From an optimization exercise on the open Yosys and OpenROAD flow, aimed at a short achievable clock period and few clock cycles per item; shortcuts taken in it are not production practice. The RTL was checked by simulation tests, not by an equivalence proof against the original design. No activity file was given, so power comes from the tool's default toggle rates.

==> flow/design.v (excerpt) <==
module mppc_tokdec (
    input  wire        clk,
    input  wire        rst,
    input  wire        in_valid,
    output wire        in_ready,
    input  wire [31:0] in_data,
    input  wire        in_last,
    input  wire [1:0]  in_bytes,
    output reg         out_valid,
    input  wire        out_ready,
    output reg  [1:0]  out_type,
    output reg  [7:0]  out_lit,
    output reg  [12:0] out_off,
    output reg  [12:0] out_len
);
    localparam [1:0] T_LIT = 2'd0, T_MATCH = 2'd1, T_END_OK = 2'd2, T_END_ERR = 2'd3;
    localparam [1:0] S_TOK = 2'd0, S_LEN = 2'd1, S_DRAIN = 2'd2;
    reg [63:0] bits;       
    reg [6:0]  cnt;        
    reg        ended;      
    reg [1:0]  state;
    reg [13:0] off_r;      
    wire can_emit = !out_valid || out_ready;
    assign in_ready = (state == S_DRAIN) ? 1'b1 : (!ended && cnt <= 7'd32);
    wire in_fire = in_valid && in_ready;
    wire [2:0]  in_nbytes = in_last ? ({1'b0, in_bytes} + 3'd1) : 3'd4;
    reg  [31:0] in_masked;
    always @(*) begin
        case (in_nbytes)
            3'd1:    in_masked = {in_data[31:24], 24'd0};
            3'd2:    in_masked = {in_data[31:16], 16'd0};
            3'd3:    in_masked = {in_data[31:8], 8'd0};
            default: in_masked = in_data;
        endcase
    end
    reg        tok_go;         
    reg [5:0]  use_tok;
    reg        tok_lit;        
  ...
==> flow/config.mk <==
export PLATFORM = sky130hd
export DESIGN_NAME = mppc_tokdec
export DESIGN_NICKNAME = mppc_tokdec
export VERILOG_FILES = /design/flow/design.v
export SDC_FILE = /design/flow/constraint.sdc
export NUM_CORES = 4
export LEC_CHECK = 0
export CAP_MARGIN = 45
export CORE_MARGIN = 2
export CORE_UTILIZATION = 40
export SETUP_SLACK_MARGIN = 5
export SLEW_MARGIN = 45
==> flow/constraint.sdc <==
create_clock -name core_clock -period 10.0 [get_ports {clk}]
set_input_delay 2.0000 -clock core_clock [delete_from_list [all_inputs] [get_ports {clk}]]
set_output_delay 2.0000 -clock core_clock [all_outputs]
set_load 0.01 [all_outputs]
run.sh (not shown) runs the stock make flow with config.mk's settings and CLKGATE_MAP_FILE= SYNTH_SCRIPT=/design/flow/synth_recipe.tcl, a recipe that flattens the netlist after the stock synthesis.
The first run went through all stages and came out clean.
Testbench counts at the start, summed over its fixed seeds: cycles 20,251, tokens 19,554.
Next try:
CAP_MARGIN = 20   (was 45)
SLEW_MARGIN = 20   (was 45)
After rerunning:
- This time the run reached the layout checks and failed them: capacitance limit, slew limit
- final cell count went up slightly
- flip-flop and latch count is unchanged
- sequential share of layout area went down by 0.21 points
- cell area went up by a few percent
- setup slack gains 34 ps
- register-to-register slack gains 30 ps
- via count went up slightly
- global-route usage went up by 0.94 points
- synthesized cell count stays the same
- die area does not change
- wire length went up by a few percent

---

Setup of v6:
Another version of the RTL of mppc_tokdec (not shown whole).
Size: ~2100 cells after synthesis, about 130 flip-flops, roughly 77 I/O pins, roughly 16000 um2 of cells after synthesis.
clock: 10.0 ns
lec_check: 0
cap_margin: 20
core_margin: 2
core_utilization: 40
slew_margin: 20
Testbench counts of v6, summed over its fixed seeds: cycles 28,377, tokens 19,554.
For v7, these inputs were changed with respect to v6:
Settings: setting SETUP_SLACK_MARGIN to 5 for the first time.
- Every stage of the flow completed for v7, and the final layout passed the timing, design-rule and antenna checks.
- Per the comparison of v7 with v6, non-clock buffer count picked up an extra 189; wire length of the first global-routing pass picked up an extra 4.7%; final-layout non-clock buffer area share picked up an extra 7.6 points; highest clock frequency the design can meet picked up an extra 39%.
- v7 vs v6 — routed wire length climbed by a little under 10%
- Min portion of total power attributed to combinational logic across v7 and v6: v6
- Going from v6 to v7, the average routed wire per standard cell was found to have gone up by about 1.1%.
- Taking v7 over v6, the power density relative to cell area ratio works out to 1.09.
- Lower count of cell instances traversed by the critical path among v7 and v6: v7
- Diff v6..v7 | core area | unchanged
- The critical path endpoint comes out bits[22] in one run and bits[6] in the other, namely in v6 and v7 respectively.
- Relative to v6, utilization has gone up in v7.

==> port drivers added, routing unchanged <==
Ports are ideal in the flow. The routed layouts listed here were re-timed in OpenROAD.
Step 1, drivers: a clkbuf_16 drives clk and a buf_2 each remaining input, both assumed.
Step 2, shift: input delay + t, output delay - t, t = (earliest + latest rising clock arrival at the registers) / 2. This alone moves slack from input paths to output paths.
a / b / c = no drivers / after step 1 / after step 2; a / b = the first two.
run | shift t [ns] | slack for setup (ns) | hold slack, ns
the first run of note 1 | 0.516 | 2.590 / 2.590 / 2.590 | 0.476 / 0.476 / 0.476
the second run of note 1 | 0.510 | 2.624 / 2.624 / 2.528 | 0.482 / 0.482 / 0.482
v6 | 0.502 | 0.718 / 0.718 / 0.718 | 0.448 / 0.448 / 0.448
v7 | 0.493 | 3.308 / 3.308 / 3.308 | 0.449 / 0.449 / 0.449
The setup slack of the second run of note 1, which loses most, moves by 0.000 ns with the drivers and by -0.096 ns with both steps.
